This design comes from an exercise in tuning for a short achievable clock period and few clock cycles on the open sky130 flow, not from production work. RTL that was checked went through simulation tests only; none was proved equivalent to the original. Only the layout flow was run in run 1; the RTL was not checked for function there. No activity file was given, so power comes from the tool's default toggle rates.

**flow/design.v**
```verilog
module mt_engine (
    input  wire        clk,
    input  wire        rst,
    input  wire        wr_en,
    input  wire [12:0] wr_addr,
    input  wire [31:0] wr_data,
    input  wire [12:0] rd_addr,
    output reg  [31:0] rd_data,
    output wire        busy
);
    localparam KEYMAX = 4;
    localparam XWORDS = 2;
    localparam N      = 624;
    localparam M      = 397;
    localparam [31:0] INIT_SEED = 32'd19650218;
    localparam [31:0] INIT_MULT = 32'd1812433253;
    localparam [31:0] MIX1_MULT = 32'd1664525;
    localparam [31:0] MIX2_MULT = 32'd1566083941;
    localparam [31:0] MATRIX_A  = 32'h9908B0DF;
    localparam [3:0] OP_SEED = 4'd1, OP_RANDOM = 4'd2, OP_GETBITS = 4'd3,
                     OP_RANDBELOW = 4'd4, OP_RANDINT = 4'd5;
    localparam [3:0] ERR_OK = 4'd0, ERR_INVALID = 4'd1, ERR_NOT_SEEDED = 4'd2,
                     ERR_RANGE = 4'd3, ERR_ILLEGAL = 4'd4;
    localparam [2:0] S_IDLE = 3'd0, S_INIT = 3'd1, S_MIX1 = 3'd2, S_MIX2 = 3'd3,
                     S_ALIGN = 3'd4, S_GEN = 3'd5;
    reg        busy_r;
    reg        seeded;
    reg        ovr;
    reg [3:0]  err;
    reg [31:0] arg_k;
    reg [31:0] key_len;
    reg [31:0] key [0:KEYMAX-1];
    reg [63:0] opa;
    reg [63:0] opb;
    reg [63:0] out;
    assign busy = busy_r;
    wire [31:0] status = {24'd0, err, 1'b0, ovr, seeded, busy_r};
    wire [31:0] info   = {5'd0, 11'd2, 5'd0, 11'd4};    
    reg [2:0]  state;
    reg [3:0]  cur_op;
    reg [6:0]  cur_k;
    reg [63:0] cur_d;
    reg [63:0] cur_base;
    reg        wcnt;           
    reg [31:0] acc0;           
    reg [32*N-1:0] ring;
    reg [9:0]  pos;            
    reg [10:0] cnt;            
    reg [1:0]  kj;             
    reg [31:0] prev;           
    reg        first;
    function [31:0] temper;
        input [31:0] y;
        reg   [31:0] t;
        begin
            t = y ^ (y >> 11);
            t = t ^ ((t << 7) & 32'h9D2C5680);
            t = t ^ ((t << 15) & 32'hEFC60000);
            temper = t ^ (t >> 18);
        end
    endfunction
    function [6:0] bitlen64;
        input [63:0] v;
        integer i;
        begin
            bitlen64 = 7'd0;
            for (i = 0; i < 64; i = i + 1)
                if (v[i]) bitlen64 = i + 1;
        end
    endfunction
    function [63:0] f64;
        input [52:0] m;
        reg   [5:0]  p;
        reg   [52:0] mn;
        integer i;
        begin
            p = 6'd0;
            for (i = 0; i < 53; i = i + 1)
                if (m[i]) p = i;
            mn = m << (6'd52 - p);
            if (m == 53'd0)
                f64 = 64'd0;
            else
                f64 = {1'b0, 11'd970 + {5'd0, p}, mn[51:0]};
        end
    endfunction
    wire [31:0] s0 = ring[31:0];
    wire [31:0] s1 = ring[63:32];
    wire [31:0] sm = ring[32*M +: 32];
    wire [31:0] ty = {s0[31], s1[30:0]};
    wire [31:0] twisted = sm ^ (ty >> 1) ^ (ty[0] ? MATRIX_A : 32'd0);
    wire [31:0] word = temper(twisted);
    reg  [31:0] mul_c;
    always @* begin
        case (state)
            S_INIT:  mul_c = INIT_MULT;
            S_MIX1:  mul_c = MIX1_MULT;
            default: mul_c = MIX2_MULT;
        endcase
    end
    wire [31:0] mul_in = prev ^ (prev >> 30);
    wire [31:0] prod   = mul_in * mul_c;
    wire [31:0] key_j  = key[kj];
    wire [31:0] init_v = (cnt == 11'd0) ? INIT_SEED : prod + {21'd0, cnt};
    wire [31:0] mix1_v = (s0 ^ prod) + key_j + {30'd0, kj};
    wire [31:0] mix2_v = (s0 ^ prod) - {22'd0, pos};
    wire [9:0]  pos_nx = (pos == N - 1) ? 10'd0 : pos + 10'd1;
    wire        kj_wrap = ({30'd0, kj} + 32'd1 == key_len);
    wire [1:0]  nwords = (cur_op == OP_RANDOM) ? 2'd2 :
                         (cur_k == 7'd0) ? 2'd0 :
                         (cur_k <= 7'd32) ? 2'd1 : 2'd2;
    wire        last_word = (nwords == 2'd1) || wcnt;
    wire [4:0]  kmod  = cur_k[4:0];
    wire [5:0]  shamt = (kmod == 5'd0) ? 6'd0 : 6'd32 - {1'b0, kmod};
    wire [31:0] wshift = word >> shamt;
    wire [63:0] cand  = (nwords == 2'd1) ? {32'd0, wshift} : {wshift, acc0};
    wire [52:0] fm    = {acc0[31:5], word[31:6]};
    wire        accept = (cand <= cur_d);
    wire wr_cmd    = wr_en && (wr_addr == 13'h000);
    wire wr_status = wr_en && (wr_addr == 13'h001);
    wire wr_argk   = wr_en && (wr_addr == 13'h002);
    wire wr_keylen = wr_en && (wr_addr == 13'h003);
    wire wr_key    = wr_en && (wr_addr[12:2] == 11'h100);        
    wire wr_opa    = wr_en && (wr_addr[12:1] == 12'h400);        
    wire wr_opb    = wr_en && (wr_addr[12:1] == 12'h600);        
    wire droppable = wr_cmd | wr_argk | wr_keylen | wr_key | wr_opa | wr_opb;
    wire        legal_op  = (wr_data[31:4] == 28'd0) &&
                            (wr_data[3:0] >= OP_SEED) && (wr_data[3:0] <= OP_RANDINT);
    wire [3:0]  op        = wr_data[3:0];
    wire signed [31:0] k_s = arg_k;
    wire signed [63:0] a_s = opa;
    wire signed [63:0] b_s = opb;
    wire [63:0] d_below   = opa - 64'd1;
    wire [63:0] d_range   = opb - opa;
    reg  [3:0]  acc_err;
    always @* begin
        acc_err = ERR_OK;
        if (!legal_op)
            acc_err = ERR_ILLEGAL;
        else if (op == OP_SEED) begin
            if (key_len == 32'd0 || key_len > KEYMAX) acc_err = ERR_RANGE;
        end else if (!seeded)
            acc_err = ERR_NOT_SEEDED;
        else if (op == OP_GETBITS) begin
            if (k_s < 0)        acc_err = ERR_INVALID;
            else if (k_s > 64)  acc_err = ERR_RANGE;
        end else if (op == OP_RANDBELOW) begin
            if (a_s <= 0)       acc_err = ERR_INVALID;
        end else if (op == OP_RANDINT) begin
            if (a_s > b_s)      acc_err = ERR_INVALID;
        end
    end
    integer i;
    always @(posedge clk) begin
        if (rst) begin
            busy_r  <= 1'b0;
            seeded  <= 1'b0;
            ovr     <= 1'b0;
            err     <= ERR_OK;
            arg_k   <= 32'd0;
            key_len <= 32'd0;
            for (i = 0; i < KEYMAX; i = i + 1)
                key[i] <= 32'd0;
            opa     <= 64'd0;
            opb     <= 64'd0;
            out     <= 64'd0;
            state   <= S_IDLE;
            cur_op  <= 4'd0;
        end else begin
            if (wr_status && wr_data[2])
                ovr <= 1'b0;
            if (busy_r) begin
                if (droppable)
                    ovr <= 1'b1;
            end else begin
                if (wr_argk)   arg_k   <= wr_data;
                if (wr_keylen) key_len <= wr_data;
                if (wr_key)    key[wr_addr[1:0]] <= wr_data;
                if (wr_opa && !wr_addr[0]) opa[31:0]  <= wr_data;
                if (wr_opa &&  wr_addr[0]) opa[63:32] <= wr_data;
                if (wr_opb && !wr_addr[0]) opb[31:0]  <= wr_data;
                if (wr_opb &&  wr_addr[0]) opb[63:32] <= wr_data;
                if (wr_cmd) begin
                    err <= acc_err;
                    if (acc_err == ERR_OK) begin
                        busy_r <= 1'b1;
                        cur_op <= op;
                        wcnt   <= 1'b0;
                        case (op)
                            OP_SEED: begin
                                state <= S_INIT;
                                cnt   <= 11'd0;
                            end
                            OP_GETBITS: begin
                                state    <= S_GEN;
                                cur_k    <= arg_k[6:0];
                                cur_base <= 64'd0;
                            end
                            OP_RANDBELOW: begin
                                state    <= S_GEN;
                                cur_d    <= d_below;
                                cur_k    <= bitlen64(d_below);
                                cur_base <= 64'd0;
                            end
                            OP_RANDINT: begin
                                state    <= S_GEN;
                                cur_d    <= d_range;
                                cur_k    <= bitlen64(d_range);
                                cur_base <= opa;
                            end
                            default: begin
                                state <= S_GEN;
                                cur_k <= 7'd64;
                            end
                        endcase
                    end
                end
            end
            case (state)
                S_INIT: begin
                    ring <= {init_v, ring[32*N-1:32]};
                    prev <= init_v;
                    cnt  <= cnt + 11'd1;
                    if (cnt == N - 1) begin
                        state <= S_MIX1;
                        cnt   <= 11'd0;
                        pos   <= 10'd0;
                        kj    <= 2'd0;
                        first <= 1'b1;
                    end
                end
                S_MIX1: begin
                    pos   <= pos_nx;
                    first <= 1'b0;
                    if (pos == 10'd0) begin
                        ring <= {(first ? s0 : prev), ring[32*N-1:32]};
                        prev <= first ? s0 : prev;
                    end else begin
                        ring <= {mix1_v, ring[32*N-1:32]};
                        prev <= mix1_v;
                        kj   <= kj_wrap ? 2'd0 : kj + 2'd1;
                        cnt  <= cnt + 11'd1;
                        if (cnt == N - 1) begin
                            state <= S_MIX2;
                            cnt   <= 11'd0;
                        end
                    end
                end
                S_MIX2: begin
                    pos <= pos_nx;
                    if (pos == 10'd0) begin
                        ring <= {prev, ring[32*N-1:32]};
                    end else begin
                        ring <= {mix2_v, ring[32*N-1:32]};
                        prev <= mix2_v;
                        cnt  <= cnt + 11'd1;
                        if (cnt == N - 2)
                            state <= S_ALIGN;
                    end
                end
                S_ALIGN: begin
                    if (pos == 10'd0) begin
                        ring[31:0] <= 32'h80000000;
                        seeded <= 1'b1;
                        busy_r <= 1'b0;
                        state  <= S_IDLE;
                    end else begin
                        ring <= {s0, ring[32*N-1:32]};
                        pos  <= pos_nx;
                    end
                end
                S_GEN: begin
                    if (nwords == 2'd0) begin
                        out    <= cur_base;      
                        busy_r <= 1'b0;
                        state  <= S_IDLE;
                    end else begin
                        ring <= {twisted, ring[32*N-1:32]};
                        if (!last_word) begin
                            acc0 <= word;
                            wcnt <= 1'b1;
                        end else begin
                            wcnt <= 1'b0;
                            if (cur_op == OP_RANDOM) begin
                                out    <= f64(fm);
                                busy_r <= 1'b0;
                                state  <= S_IDLE;
                            end else if (cur_op == OP_GETBITS) begin
                                out    <= cand;
                                busy_r <= 1'b0;
                                state  <= S_IDLE;
                            end else if (accept) begin
                                out    <= cur_base + cand;
                                busy_r <= 1'b0;
                                state  <= S_IDLE;
                            end
                        end
                    end
                end
                default: ;
            endcase
        end
    end
    always @* begin
        rd_data = 32'd0;
        case (rd_addr)
            13'h001: rd_data = status;
            13'h002: rd_data = arg_k;
            13'h003: rd_data = key_len;
            13'h004: rd_data = info;
            13'h400: rd_data = key[0];
            13'h401: rd_data = key[1];
            13'h402: rd_data = key[2];
            13'h403: rd_data = key[3];
            13'h800: rd_data = opa[31:0];
            13'h801: rd_data = opa[63:32];
            13'hC00: rd_data = opb[31:0];
            13'hC01: rd_data = opb[63:32];
            13'h1000: rd_data = out[31:0];
            13'h1001: rd_data = out[63:32];
            default: rd_data = 32'd0;
        endcase
    end
endmodule
```
**flow/run.sh**
```bash
#!/bin/bash
# synth_recipe.tcl (not shown) runs the flow's synth.tcl, then flattens the netlist and writes it again
# the make line also repeats each setting of config.mk as NAME=value (left out here)
make -C /OpenROAD-flow-scripts/flow DESIGN_CONFIG=/design/flow/config.mk WORK_HOME=/design/flow/orfs CLKGATE_MAP_FILE= SYNTH_SCRIPT=/design/flow/synth_recipe.tcl finish
```
**flow/config.mk**
```make
export PLATFORM = sky130hd
export DESIGN_NAME = mt_engine
export DESIGN_NICKNAME = mt_engine
export VERILOG_FILES = /design/flow/design.v
export SDC_FILE = /design/flow/constraint.sdc
export NUM_CORES = 8
export LEC_CHECK = 0
export CAP_MARGIN = 20
export CORE_MARGIN = 2
export CORE_UTILIZATION = 45
export SLEW_MARGIN = 20
```
**flow/constraint.sdc**
```tcl
create_clock -name core_clock -period 12.0 [get_ports {clk}]
set_input_delay 2.4000 -clock core_clock [delete_from_list [all_inputs] [get_ports {clk}]]
set_output_delay 2.4000 -clock core_clock [all_outputs]
set_load 0.01 [all_outputs]
```
==> results of run 1 <==
metal layers:
layer	GRT usage, %	up-vias
met1	26.22	137351
met4	5.877	28
met5	0	-
met2	24.37	6032
li1	-	116420
met3	2.805	2089
cell families after synthesis:
logic type	count (synthesis)
xor gates and xnor gates	468
muxes	222
buffers and inverters	1312
and+or+nand+nor	2647
AOI/OAI and AO/OA	2058
DFF	20591
adders and majority gates	865
cells in the mapped netlist, types with 30 or more instances:
cell | n | share of area [%]
a211oi_1 | 77 | 0.087
a21o_1 | 135 | 0.15
a21oi_1 | 620 | 0.47
a221oi_1 | 96 | 0.13
a22o_1 | 66 | 0.087
a22oi_1 | 81 | 0.091
a31oi_1 | 69 | 0.065
and2_1 | 47 | 0.044
and3_1 | 63 | 0.059
buf_1 | 30 | 0.017
clkbuf_1 | 386 | 0.22
dfxtp_1 | 271 | 0.81
edfxtp_1 | 20320 | 91
fa_1 | 293 | 0.88
ha_1 | 572 | 1.1
inv_1 | 831 | 0.47
mux2_2 | 33 | 0.056
mux2i_1 | 124 | 0.19
mux4_2 | 65 | 0.22
nand2_1 | 964 | 0.54
nand2b_1 | 61 | 0.057
nand3_1 | 135 | 0.10
nand4_1 | 90 | 0.084
nor2_1 | 766 | 0.43
nor2b_1 | 92 | 0.086
nor3_1 | 150 | 0.11
nor4_1 | 94 | 0.088
o211ai_1 | 126 | 0.14
o21a_1 | 48 | 0.054
o21ai_0 | 362 | 0.27
o21bai_1 | 41 | 0.046
o22ai_1 | 32 | 0.030
or3_1 | 46 | 0.043
xnor2_1 | 317 | 0.42
xor2_1 | 107 | 0.14
area by class of cell:
type	count	share of cell area, %
Antenna cell	97	0.03183
Clock inverter	1207	1.429
Inverter	847	0.4172
Multi-Input combinational cell	6260	6.147
Tap cell	19756	3.241
Sequential cell	20591	80.72
Timing Repair Buffer	1070	1.264
Clock buffer	2368	6.747
worst max-delay path by stage:
| stage | from | to | depth (start not counted) |
|---|---|---|---|
| after global routing | state[2]$_SDFF_PP0_ | ring[19966]$_DFFE_PP_ | 44 |
| final | state[2]$_SDFF_PP0_ | ring[19966]$_DFFE_PP_ | 44 |
| after global placement | state[2]$_SDFF_PP0_ | ring[19966]$_DFFE_PP_ | 45 |
| after floorplan | rst | ring[10000]$_DFFE_PP_ | 3 |
| after CTS | state[2]$_SDFF_PP0_ | ring[19966]$_DFFE_PP_ | 41 |
| after detailed placement | state[2]$_SDFF_PP0_ | ring[19966]$_DFFE_PP_ | 41 |
worst max-delay path: cells and delay by family (launching register included):
family	cells	cell delay [ns]
adder cells (fa/ha/maj)	11	4.71
AO/OA/AOI/OAI	8	1.95
AND/OR/NAND/NOR	10	1.80
buffers and inverters	13	1.56
XOR/XNOR	2	0.33
flip-flops	1	0.31
registers in the layout (all words and copies together), names as in the netlist, 4 cells and up, named ones only:
register / cells
acc0: 32
arg_k: 32
cnt: 11
cur_base: 64
cur_d: 64
cur_k: 7
cur_op: 4
key: 128
key_len: 32
opa: 64
opb: 64
out: 64
pos: 10
prev: 32
ring: 19968
metrics by stage:
step / total power, mW / std cells
6_report: 145.0 / 52196
5_1_grt: 150.2 / 52165
4_1_cts: 147.1 / 52095
3_5_place_dp: 86.90 / 48520
3_3_place_gp: 86.86 / 48514
2_1_floorplan: 98.09 / 28163
power groups by stage:
stage / Combinational, mW / Clock, mW / Sequential (mW)
after floorplan: 0.757 / 0 / 97.3
after global placement: 3.24 / 0 / 83.6
after detailed placement: 3.27 / 0 / 83.6
after CTS: 3.26 / 61.7 / 82.2
after global routing: 3.49 / 64.5 / 82.3
final: 3.22 / 59.6 / 82.1
==> results by group, run 1 <==
Status
  – Status: complete, no violations

Logic synthesis
  – Syn nets: 29089
  – Mux contribution to synthesized area: 0.4613%
  – Yosys reg bits: 20591
  – Sequential area share after synthesis: 92.29%
  – Yosys cell types: 116
  – EDFF count, synth: 20320
  – Largest family of logic cells by synthesized area: compound AO/OA/AOI/OAI gates
  – Yosys warning total: 1
  – Netlist Area Pre-Place: 0.6670 mm^2
  – Cells after Synth: 28163
  – Avg Cell Area, Syn: 23.68 um^2
  – Post-synthesis compound-gate area fraction: 2.020%
  – Post-Synth XOR/XNOR Area: 0.7019%
  – Post-Synth Adder-Cell Area: 1.952%
  – Ys flop type: edfxtp_1
  – Ys async rst share: 0%
  – Post-synthesis simple-gate area fraction: 1.821%

Route
  – Vias: 261920
  – First drt pass iteration count: 6
  – Initial DRC Count: 26362
  – Metal-1 WL: 628100 um
  – Drt wl/cell: 24.94 um
  – Met3 wire length: 61670 um
  – Final Routed Wirelength: 1302000 um
  – Routed wl met2: 563200 um
  – Avg Vias per Cell: 5.018
  – Final antenna-violating net count: 0
  – Max layer used: met5
  – Drt drc: 0

Clock tree
  – Clock latency (worst-skew pair): 1.42 ns
  – Num CTS Buffers: 1986
  – CTS Buffer Depth: 6
  – # H-tree levels: 7
  – # Post-CTS Setup Buffers: 0
  – Worst-path clk slew: 0.07 ns
  – Clock Sinks: 20591
  – CTS tree: yes
  – Post-CTS Hold Fix Bufs: 0
  – Clock root buffer: clkbuf_16
  – Post-cts sizing count: 0

STA
  – Min Tclk post-route: 10.86 ns
  – RSZ-0062 raised after global routing: false
  – Worst hold-check slack: 0.3035 ns
  – Setup TNS: 0 ns
  – Worst-margin pin slew: 1.344 ns
  – Hold Vio Cnt, Final: 0
  – Rel. slew slack: 9.812%
  – Worst setup margin: 1.136 ns
  – Final period utilization: 90.53%
  – Achievable Freq: 92.05 MHz
  – Final setup fails: 0
  – Post-route clock skew: 0.2027 ns
  – Slew Viols, Final: 0

Cells and area
  – Most frequent cells in the layout: edfxtp_1, clkbuf_16, nand2_1
  – Synth-to-Final Area Change: 14.33%
  – Design area: 0.7626 mm^2
  – Register area: 0.6156 mm^2
  – Layout cell share with drive strength beyond 1: 12.36%
  – Commonest non-fill, non-tap cell in the layout: edfxtp_1
  – Final core occ: 51.53%
  – Fillers: 113799
  – Multi-input logic area: 0.04688 mm^2
  – Final net count: 31682

Setup path
  – Maximum fanout along the worst path: 12
  – CP Launch Type: register
  – R2R Path Start: state[2]$_SDFF_PP0_
  – Crit Path Class: reg -> reg
  – Max stage delay cell, worst path: fa_1
  – Cell mode on critical path: fa_1
  – CP endpoint kind: register
  – Critical path data required time: 13.03 ns
  – R2R Setup Slk: 1.14 ns
  – Reg-to-Reg End: ring[19966]$_DFFE_PP_
  – R2R cell count: 44
  – Arrival time of the worst setup path: 11.89 ns
  – Max stage delay on crit path: 0.57 ns

Min path
  – Hold path start: ring[13193]$_DFFE_PP_
  – Hold worst-path end: ring[13161]$_DFFE_PP_
  – Worst hold path type: reg -> reg
  – WHS Path Cells: 0

Job
  – # Max-Cap Violations: 0

Floorplan
  – Die ar.: 1.492 mm^2
  – # rows: 447
  – Die W: 1221 um
  – Chip height: 1221 um
  – Core area: 1.480 mm^2
  – Initial Util: 45.07%
  – Ports: 94

Pwr
  – Maximum vdd ir drop: 0.1439 mV
  – Switching pwr: 28.56 mW
  – Comb power frac: 2.2%
  – Sequential share of power: 56.7%
  – Clock share of power: 41.1%
  – Net switching fraction of the power: 19.71%
  – Pint: 116.4 mW
  – PD cells: 190.1 mW/mm^2
  – Static Leak: 245.1 nW

Placement
  – Pre-CTS setup slack: 1.129 ns
  – Final RePlAce weighted congestion: 0.9024
  – Cell area after placement: 0.6999 mm^2
  – DP HPWL: 798300 um
  – Number of buffers added on ports: 93

Global route
  – Largest net degree at the start of global routing: 228
  – First-pass GRT wire length: 1848000 um
  – GR Util All Layers: 16.88%
  – Initial antenna violation count: 125
  – Number of global-route vias before repair: 256998
  – Global route total overflow: 0
==> run 2, diff against run 1 <==
--- a/flow/design.v
+++ b/flow/design.v
@@ -49,6 +49,8 @@
     reg [1:0]  kj;             
     reg [31:0] prev;           
     reg        first;
+    reg        fp;             
+    reg [31:0] mi;             
     function [31:0] temper;
         input [31:0] y;
         reg   [31:0] t;
@@ -87,8 +89,11 @@
     wire [31:0] s0 = ring[31:0];
     wire [31:0] s1 = ring[63:32];
     wire [31:0] sm = ring[32*M +: 32];
-    wire [31:0] ty = {s0[31], s1[30:0]};
-    wire [31:0] twisted = sm ^ (ty >> 1) ^ (ty[0] ? MATRIX_A : 32'd0);
+    wire [31:0] g0 = ring[32*622 +: 32];
+    wire [31:0] g1 = ring[32*623 +: 32];
+    wire [31:0] gm = ring[32*395 +: 32];
+    wire [31:0] ty = {g0[31], g1[30:0]};
+    wire [31:0] twisted = gm ^ (ty >> 1) ^ (ty[0] ? MATRIX_A : 32'd0);
     wire [31:0] word = temper(twisted);
     reg  [31:0] mul_c;
     always @* begin
@@ -102,7 +107,10 @@
     wire [31:0] prod   = mul_in * mul_c;
     wire [31:0] key_j  = key[kj];
     wire [31:0] init_v = (cnt == 11'd0) ? INIT_SEED : prod + {21'd0, cnt};
-    wire [31:0] mix1_v = (s0 ^ prod) + key_j + {30'd0, kj};
+    wire [31:0] old1   = fp ? mi : s0;
+    wire [31:0] mi_g   = mi ^ (mi >> 30);
+    wire [31:0] mi_n   = mi_g * INIT_MULT + {22'd0, pos} + 32'd1;
+    wire [31:0] mix1_v = (old1 ^ prod) + key_j + {30'd0, kj};
     wire [31:0] mix2_v = (s0 ^ prod) - {22'd0, pos};
     wire [9:0]  pos_nx = (pos == N - 1) ? 10'd0 : pos + 10'd1;
     wire        kj_wrap = ({30'd0, kj} + 32'd1 == key_len);
@@ -188,8 +196,13 @@
                         wcnt   <= 1'b0;
                         case (op)
                             OP_SEED: begin
-                                state <= S_INIT;
+                                state <= S_MIX1;
                                 cnt   <= 11'd0;
+                                pos   <= 10'd0;
+                                kj    <= 2'd0;
+                                first <= 1'b1;
+                                fp    <= 1'b1;
+                                mi    <= INIT_SEED;
                             end
                             OP_GETBITS: begin
                                 state    <= S_GEN;
@@ -232,9 +245,12 @@
                 S_MIX1: begin
                     pos   <= pos_nx;
                     first <= 1'b0;
+                    mi    <= mi_n;
+                    if (pos == 10'd623)
+                        fp <= 1'b0;
                     if (pos == 10'd0) begin
-                        ring <= {(first ? s0 : prev), ring[32*N-1:32]};
-                        prev <= first ? s0 : prev;
+                        ring <= {(first ? old1 : prev), ring[32*N-1:32]};
+                        prev <= first ? old1 : prev;
                     end else begin
                         ring <= {mix1_v, ring[32*N-1:32]};
                         prev <= mix1_v;
@@ -254,8 +270,12 @@
                         ring <= {mix2_v, ring[32*N-1:32]};
                         prev <= mix2_v;
                         cnt  <= cnt + 11'd1;
-                        if (cnt == N - 2)
-                            state <= S_ALIGN;
+                        if (cnt == N - 2) begin
+                            ring <= {mix2_v, 32'h80000000, ring[32*623-1:32]};
+                            seeded <= 1'b1;
+                            busy_r <= 1'b0;
+                            state  <= S_IDLE;
+                        end
                     end
                 end
                 S_ALIGN: begin
@@ -275,7 +295,8 @@
                         busy_r <= 1'b0;
                         state  <= S_IDLE;
                     end else begin
-                        ring <= {twisted, ring[32*N-1:32]};
+                        ring <= {ring[31:0], ring[32*623 +: 32], twisted,
+                                 ring[32*622-1:32]};
                         if (!last_word) begin
                             acc0 <= word;
                             wcnt <= 1'b1;
==> run 2 against run 1 <==
Against the previous run: sequential power fell by 5.0%; synthesized area up 1.4%; critical path depth rose by 1; critical endpoint is now ring[19967]$_DFFE_PP_; register-to-register slack got worse by 0.08 ns; still clean; synthesized cell count is 4.0% higher; largest power group unchanged.
==> results by group, run 2 <==
Status
  – Status: complete, no violations (unchanged)

Floorplan
  – Die W: 1230 um (was 1221 um)
  – Initial Util: 45.10% (was 45.07%)
  – Chip height: 1230 um (was 1221 um)
  – Core area: 1.500 mm^2 (was 1.480 mm^2)
  – Ports: 94 (unchanged)
  – # rows: 450 (was 447)
  – Die ar.: 1.513 mm^2 (was 1.492 mm^2)

Logic synthesis
  – Post-synth top area cell: edfxtp_1 (unchanged)
  – Share of the synthesized area in the top cell type: 90.34% (was 91.48%)
  – Sequential area share after synthesis: 91.14% (was 92.29%)
  – Most instantiated library cell after synthesis: edfxtp_1 (unchanged)
  – Synth top cells by count: edfxtp_1, inv_1, nand2_1 (was edfxtp_1, nand2_1, inv_1)
  – Syn nets: 30595 (was 29089)
  – Synth area leaders: edfxtp_1, ha_1, fa_1 (unchanged)
  – EDFF count, synth: 20353 (was 20320)
  – Ys flop type: edfxtp_1 (unchanged)
  – Ys async rst share: 0% (unchanged)
  – Netlist Area Pre-Place: 0.6765 mm^2 (was 0.6670 mm^2)
  – Yosys cell types: 100 (was 116)
  – Avg Cell Area, Syn: 23.11 um^2 (was 23.68 um^2)
  – Cells after Synth: 29276 (was 28163)
  – Yosys reg bits: 20624 (was 20591)
  – Yosys warning total: 1 (unchanged)

Cells and area
  – Final core occ: 51.42% (was 51.53%)
  – Max reg flops: 19968 (unchanged)
  – Final net count: 33173 (was 31682)
  – Design area: 0.7712 mm^2 (was 0.7626 mm^2)
  – Commonest non-fill, non-tap cell in the layout: edfxtp_1 (unchanged)
  – Largest Register: ring (unchanged)
  – Final non-filler cell total: 53412 (was 52196)
  – Registers with the most flip-flops: ring: 19968 flops, key: 128 flops (unchanged)
  – Synth-to-Final Area Change: 14.00% (was 14.33%)
  – Layout cell share with drive strength beyond 1: 11.57% (was 12.36%)
  – Most frequent cells in the layout: edfxtp_1, clkbuf_16, inv_1 (was edfxtp_1, clkbuf_16, nand2_1)

Pwr
  – Pint: 111.7 mW (was 116.4 mW)
  – Static Leak: 185.3 nW (was 245.1 nW)
  – Maximum vdd ir drop: 0.1452 mV (was 0.1439 mV)
  – Tot Pwr: 137.4 mW (was 145.0 mW)
  – Net switching fraction of the power: 18.74% (was 19.71%)
  – Clock share of power: 42.7% (was 41.1%)
  – Switching pwr: 25.75 mW (was 28.56 mW)
  – Sequential share of power: 56.7% (about the same)
  – Comb power frac: 0.6% (was 2.2%)
  – PD cells: 178.2 mW/mm^2 (was 190.1 mW/mm^2)

Clock tree
  – # Post-CTS Setup Buffers: 0 (unchanged)
  – Clock root buffer: clkbuf_16 (unchanged)
  – CTS Buffer Depth: 6 (unchanged)
  – Post-cts sizing count: 0 (unchanged)
  – CTS tree: yes (unchanged)
  – # H-tree levels: 7 (unchanged)
  – Clock latency (worst-skew pair): 1.38 ns (was 1.42 ns)
  – Post-CTS Hold Fix Bufs: 0 (unchanged)
  – Worst-path clk slew: 0.06 ns (was 0.07 ns)
  – Clock Sinks: 20624 (was 20591)
  – Num CTS Buffers: 1987 (was 1986)

Setup path
  – Maximum fanout along the worst path: 22 (was 12)
  – CP endpoint kind: register (unchanged)
  – Max stage delay cell, worst path: o31ai_1 (was fa_1)
  – Crit Path Class: reg -> reg (unchanged)
  – Cell mode on critical path: buf_4 (was fa_1)
  – CP Launch Type: register (unchanged)
  – Max stage delay on crit path: 0.90 ns (was 0.57 ns)
  – Arrival time of the worst setup path: 11.93 ns (was 11.89 ns)
  – Critical path data required time: 12.99 ns (was 13.03 ns)

Global route
  – Number of global-route vias before repair: 264592 (was 256998)
  – Global route total overflow: 0 (unchanged)
  – First-pass GRT wire length: 1891000 um (was 1848000 um)
  – GR Util All Layers: 17.07% (was 16.88%)
  – Initial antenna violation count: 147 (was 125)
  – Largest net degree at the start of global routing: 214 (was 228)

STA
  – Post-route clock skew: 0.1285 ns (was 0.2027 ns)
  – Rel. slew slack: 15.15% (was 9.812%)
  – Achievable Freq: 91.41 MHz (was 92.05 MHz)
  – Min Tclk post-route: 10.94 ns (was 10.86 ns)
  – Setup TNS: 0 ns (unchanged)
  – Final period utilization: 91.16% (was 90.53%)
  – RSZ-0062 raised after global routing: false (unchanged)
  – Hold Vio Cnt, Final: 0 (unchanged)
  – Slew Viols, Final: 0 (unchanged)
  – Worst-margin pin slew: 1.261 ns (was 1.344 ns)
  – Final setup fails: 0 (unchanged)

Placement
  – Cell area after placement: 0.7098 mm^2 (was 0.6999 mm^2)
  – Final RePlAce weighted congestion: 0.8903 (was 0.9024)
  – Placed insts: 49749 (was 48520)
  – DP HPWL: 821000 um (was 798300 um)
  – Number of buffers added on ports: 93 (unchanged)

Route
  – Vias: 268715 (was 261920)
  – Final antenna-violating net count: 0 (unchanged)
  – Avg Vias per Cell: 5.031 (was 5.018)
  – Drt drc: 0 (unchanged)
  – Initial DRC Count: 27991 (was 26362)
  – Final Routed Wirelength: 1332000 um (was 1302000 um)
  – First drt pass iteration count: 6 (unchanged)
  – Drt wl/cell: 24.95 um (was 24.94 um)

Job
  – # Max-Cap Violations: 0 (unchanged)

Min path
  – Worst hold path type: reg -> reg (unchanged)
run 2: changes by cell type after synthesis, sizes merged, moves of 31 or more:
cell,delta
and2,+60
xor2,+43
a21oi,+31
nand2,+122
nand3,+44
o21ai,+132
a22oi,-41
nor4,-34
edfxtp,+33
ha,+238
xnor2,+53
mux2i,+31
fa,+155
inv,+301
run 2: through the flow:
stage	setup slack (ns)	hold WS [ns]
after floorplan	-129.04	0.4003
after global placement	0.5993	0.4001
after detailed placement	1.036	0.4045
after CTS	0.9043	0.3060
after global routing	0.3612	0.3022
final	1.061	0.3189
run 2: critical path, delay by kind of cell, from the launching register on:
family	cells	cell delay [ns]
DFF	1	0.33
adders and majority gates	11	4.47
xor gates and xnor gates	2	0.30
AOI/OAI and AO/OA	11	2.91
and+or+nand+nor	7	0.83
buffers and inverters	14	1.75
run 2: cell type report:
type	count	area, um^2
antenna	102	255.2
clock buffer	2422	51780
clock inverter	1135	9314
fill	116052	728700
inverter	1148	4314
multi-input combinational	7018	54280
sequential	20624	616600
tap	19888	24880
timing repair buffer	1075	9808
run 2: cells by family (layout without fill, tap and decap cells):
kind of cell / count (synthesis) / in the layout / synth area share, %
xor gates and xnor gates: 558 / 558 / 0.7805
buffers and inverters: 1634 / 5780 / 0.9201
and+or+nand+nor: 2794 / 2794 / 1.859
adders and majority gates: 1258 / 1258 / 2.824
AOI/OAI and AO/OA: 2197 / 2197 / 2.087
DFF: 20624 / 20624 / 91.14
muxes: 211 / 211 / 0.3875
other: 0 / 102 / 0
run 2: per-layer routing:
metal	GRT usage, %	up-vias	wire [um]
met5	0	-	111
met4	6.032	16	48760
met3	2.738	2149	63240
met2	24.75	6291	578100
met1	26.45	140652	642200
li1	-	119607	-
run 2: power by group through the flow:
| stage | Combinational [mW] | Clock [mW] | Sequential [mW] |
|---|---|---|---|
| final | 0.758 | 58.7 | 78.0 |
| after global placement | 0.778 | 0 | 79.5 |
| after global routing | 0.793 | 63.5 | 77.9 |
| after detailed placement | 0.761 | 0 | 79.5 |
| after CTS | 0.764 | 60.8 | 77.9 |
| after floorplan | 0.324 | 0 | 79.5 |
run 2: path summary, 6_finish.rpt:
check | depth (start not counted) | slack [ns] | startpoint | end
max | 45 | 1.06 | state[1]$_SDFF_PP0_ | ring[19967]$_DFFE_PP_
min | 0 | 0.32 | ring[11997]$_DFFE_PP_ | ring[11965]$_DFFE_PP_
max reg2reg | 45 | 1.06 | state[1]$_SDFF_PP0_ | ring[19967]$_DFFE_PP_
min reg2reg | 0 | 0.32 | ring[11997]$_DFFE_PP_ | ring[11965]$_DFFE_PP_
Testbench counts of run 2, summed over its fixed seeds: cycles 54,315.
==> run 3, diff against run 2 <==
--- a/flow/design.v
+++ b/flow/design.v
@@ -95,16 +95,10 @@
     wire [31:0] ty = {g0[31], g1[30:0]};
     wire [31:0] twisted = gm ^ (ty >> 1) ^ (ty[0] ? MATRIX_A : 32'd0);
     wire [31:0] word = temper(twisted);
-    reg  [31:0] mul_c;
-    always @* begin
-        case (state)
-            S_INIT:  mul_c = INIT_MULT;
-            S_MIX1:  mul_c = MIX1_MULT;
-            default: mul_c = MIX2_MULT;
-        endcase
-    end
     wire [31:0] mul_in = prev ^ (prev >> 30);
-    wire [31:0] prod   = mul_in * mul_c;
+    wire [31:0] prod1  = mul_in * MIX1_MULT;
+    wire [31:0] prod2  = mul_in * MIX2_MULT;
+    wire [31:0] prod   = (state == S_MIX1) ? prod1 : prod2;
     wire [31:0] key_j  = key[kj];
     wire [31:0] init_v = (cnt == 11'd0) ? INIT_SEED : prod + {21'd0, cnt};
     wire [31:0] old1   = fp ? mi : s0;
==> run 3 against run 2 <==
Against the previous run: global-route usage rose by 1.0 points; die area rose by 0.55%; cell count rose by 0.94%; synthesized area rose by 0.55%; total power rose by 0.63%; fmax rose by 1.3%; first-iteration DRC count fell by 1.9%; clock power rose by 2%; critical path type unchanged; largest cell class unchanged; largest power group unchanged; highest routed layer unchanged.
==> results by group, run 3 <==
Setup path
  – Arrival time of the worst setup path: 11.81 ns (was 11.93 ns)
  – Crit Path Class: reg -> reg (unchanged)
  – Critical path data required time: 13.02 ns (was 12.99 ns)
  – CP delay by family, top: adder cells (unchanged)
  – Critical path buffers and inverters: 13 (was 14)
  – Maximum fanout along the worst path: 3 (was 22)
  – Cell mode on critical path: buf_4 (unchanged)
  – Max stage delay cell, worst path: a2111oi_0 (was o31ai_1)
  – Max stage delay on crit path: 0.70 ns (was 0.90 ns)
  – CP endpoint kind: register (unchanged)
  – CP Launch Type: register (unchanged)

Clock tree
  – CTS tree: yes (unchanged)
  – # Post-CTS Setup Buffers: 0 (unchanged)
  – # H-tree levels: 7 (unchanged)
  – Worst-path clk slew: 0.07 ns (was 0.06 ns)
  – Clock Sinks: 20624 (unchanged)
  – Post-cts sizing count: 0 (unchanged)
  – Clock latency (worst-skew pair): 1.39 ns (was 1.38 ns)
  – Num CTS Buffers: 1980 (was 1987)
  – Clock root buffer: clkbuf_16 (unchanged)
  – Post-CTS Hold Fix Bufs: 0 (unchanged)
  – CTS Buffer Depth: 6 (unchanged)

Pwr
  – Static Leak: 249.3 nW (was 185.3 nW)
  – Maximum vdd ir drop: 0.1990 mV (was 0.1452 mV)
  – PD cells: 178.4 mW/mm^2 (was 178.2 mW/mm^2)

Logic synthesis
  – Yosys warning total: 1 (unchanged)
  – Cells after Synth: 29639 (was 29276)
  – Share of the synthesized area in the top cell type: 89.85% (was 90.34%)
  – EDFF count, synth: 20353 (unchanged)
  – Synth top cells by count: edfxtp_1, inv_1, nand2_1 (unchanged)
  – Synth area leaders: edfxtp_1, ha_1, fa_1 (unchanged)
  – Sequential area share after synthesis: 90.64% (was 91.14%)
  – Ys async rst share: 0% (unchanged)
  – Avg Cell Area, Syn: 22.95 um^2 (was 23.11 um^2)
  – Most instantiated library cell after synthesis: edfxtp_1 (unchanged)
  – Syn nets: 31030 (was 30595)
  – Netlist Area Pre-Place: 0.6802 mm^2 (was 0.6765 mm^2)
  – Yosys reg bits: 20624 (unchanged)
  – Yosys cell types: 106 (was 100)
  – Post-synth top area cell: edfxtp_1 (unchanged)
  – Ys flop type: edfxtp_1 (unchanged)

Global route
  – Initial antenna violation count: 125 (was 147)
  – GR Util All Layers: 18.09% (was 17.07%)
  – Number of global-route vias before repair: 269000 (was 264592)
  – Largest net degree at the start of global routing: 220 (was 214)
  – Global route total overflow: 0 (unchanged)
  – First-pass GRT wire length: 1985000 um (was 1891000 um)

Route
  – First drt pass iteration count: 6 (unchanged)
  – Avg Vias per Cell: 5.028 (was 5.031)
  – Drt wl/cell: 26.13 um (was 24.95 um)
  – Drt drc: 0 (unchanged)
  – Final Routed Wirelength: 1408000 um (was 1332000 um)
  – Vias: 271099 (was 268715)
  – Initial DRC Count: 27460 (was 27991)
  – Final antenna-violating net count: 0 (unchanged)

Status
  – Status: complete, no violations (unchanged)

Placement
  – Number of buffers added on ports: 93 (unchanged)
  – Final RePlAce weighted congestion: 0.8843 (was 0.8903)
  – Placed insts: 50239 (was 49749)
  – DP HPWL: 885900 um (was 821000 um)

Cells and area
  – Final non-filler cell total: 53913 (was 53412)
  – Layout cell share with drive strength beyond 1: 11.51% (was 11.57%)
  – Commonest non-fill, non-tap cell in the layout: edfxtp_1 (unchanged)
  – Registers with the most flip-flops: ring: 19968 flops, key: 128 flops (unchanged)
  – Synth-to-Final Area Change: 13.97% (was 14.00%)
  – Most frequent cells in the layout: edfxtp_1, clkbuf_16, inv_1 (unchanged)
  – Final net count: 33463 (was 33173)
  – Largest Register: ring (unchanged)
  – Fillers: 116720 (was 116052)
  – Max reg flops: 19968 (unchanged)

STA
  – Post-route clock skew: 0.1680 ns (was 0.1285 ns)
  – Achievable Freq: 92.64 MHz (was 91.41 MHz)
  – Rel. slew slack: 15.67% (was 15.15%)
  – Final period utilization: 89.95% (was 91.16%)
  – Setup TNS: 0 ns (unchanged)
  – RSZ-0062 raised after global routing: false (unchanged)
  – Worst-margin pin slew: 1.265 ns (was 1.261 ns)
  – Hold Vio Cnt, Final: 0 (unchanged)
  – Final setup fails: 0 (unchanged)
  – Slew Viols, Final: 0 (unchanged)
  – Min Tclk post-route: 10.79 ns (was 10.94 ns)

Min path
  – Worst hold path type: reg -> reg (unchanged)

Floorplan
  – # rows: 451 (was 450)
  – Ports: 94 (unchanged)
  – Die W: 1233 um (was 1230 um)
  – Die ar.: 1.522 mm^2 (was 1.513 mm^2)
  – Chip height: 1233 um (was 1230 um)
  – Core area: 1.508 mm^2 (was 1.500 mm^2)
  – Initial Util: 45.12% (was 45.10%)

Job
  – # Max-Cap Violations: 0 (unchanged)
[run 3: power by group]
part           internal [mW]  switching [mW]  leakage (nW)  total, mW
clock                   34.3            25.3          30.5       59.6
combinational          0.208           0.483          33.8      0.692
sequential              77.9          0.0360           185       78.0
[run 3: kinds of logic after synthesis]
group,share of synthesized area [%]
compound gates,2.260
fa+ha+maj,2.951
xor+xnor,0.7747
flops,90.64
buf+inv,0.9210
mux,0.4757
simple gates,1.973
[run 3: layout make-up]
type	instances	area, um^2	share of cell area (%)
inverter	1158	4347	0.5607
antenna	90	225.2	0.02905
sequential	20624	616600	79.53
multi-input combinational	7377	58020	7.484
timing repair buffer	931	8592	1.108
clock inverter	1194	10680	1.378
tap	20158	25220	3.253
clock buffer	2381	51580	6.653
[run 3: path summary, 6_finish.rpt]
path / from / to / slack [ns] / cells past startpoint
setup reg to reg: prev[30]$_DFFE_PP_ / ring[19966]$_DFFE_PP_ / 1.21 / 43
hold reg to reg: ring[13999]$_DFFE_PP_ / ring[13967]$_DFFE_PP_ / 0.28 / 0
hold / removal: ring[13999]$_DFFE_PP_ / ring[13967]$_DFFE_PP_ / 0.28 / 0
setup / recovery: prev[30]$_DFFE_PP_ / ring[19966]$_DFFE_PP_ / 1.21 / 43
[run 3: worst register-to-register path, delay by kind of cell, from the launching register on]
family	cells	cell delay [ns]
xor gates and xnor gates	4	1.05
buffers and inverters	13	1.65
and+or+nand+nor	7	1.26
adders and majority gates	11	3.88
AOI/OAI and AO/OA	7	1.77
muxes	1	0.35
DFF	1	0.56
[run 3: per-stage QoR]
stage	utilization [%]	hold slack, ns	cell area, um^2	setup slack [ns]	power, mW
floorplan	-	0.4003	680300	-462.97	79.77
global placement	47.23	0.4001	712200	0.3216	80.21
detailed placement	47.26	0.4045	712500	0.8222	80.20
CTS	51.38	0.2583	774800	0.7289	140.4
global route	51.41	0.2626	775200	0.4363	143.0
finish	51.42	0.2808	775300	1.206	138.3
[run 3: routing by layer]
layer / track usage, % / routed length (um)
met2: 27.57 / 637200
met4: 6.500 / 54520
met1: 27.10 / 663200
met5: 0 / 114
met3: 2.352 / 53440
Testbench counts of run 3, summed over its fixed seeds: cycles 54,315.

[separate check: timing with driven ports]
The results above use ideal ports. As a check the final layouts listed here were re-extracted and re-timed, cells and wires unchanged. Step 1 sets driving cells, clkbuf_16 on the clock port and buf_2 on the other inputs (assumed; they add their load-dependent delay and slew). Step 2 times the ports against the registers' clock, not the clock port: input delays grow and output delays shrink by t, the midpoint of the rising clock arrivals with the driver on. a / b / c = ideal / step 1 / step 2; a / b = the first two.
| run | t (ns) | slack for setup (ns) | clock arrival spread, ns | worst register clock-pin slew, ns | cell pins on the clock port's net |
|---|---|---|---|---|---|
| run 1 | 1.486 | 1.136 / 1.136 / 1.136 | 0.219 / 0.219 | 0.08 / 0.08 | 1 |
| run 2 | 1.481 | 1.061 / 1.061 / 1.061 | 0.172 / 0.172 | 0.08 / 0.08 | 1 |
| run 3 | 1.487 | 1.206 / 1.206 / 1.206 | 0.177 / 0.176 | 0.08 / 0.08 | 1 |
After both steps every run listed still meets setup and hold.
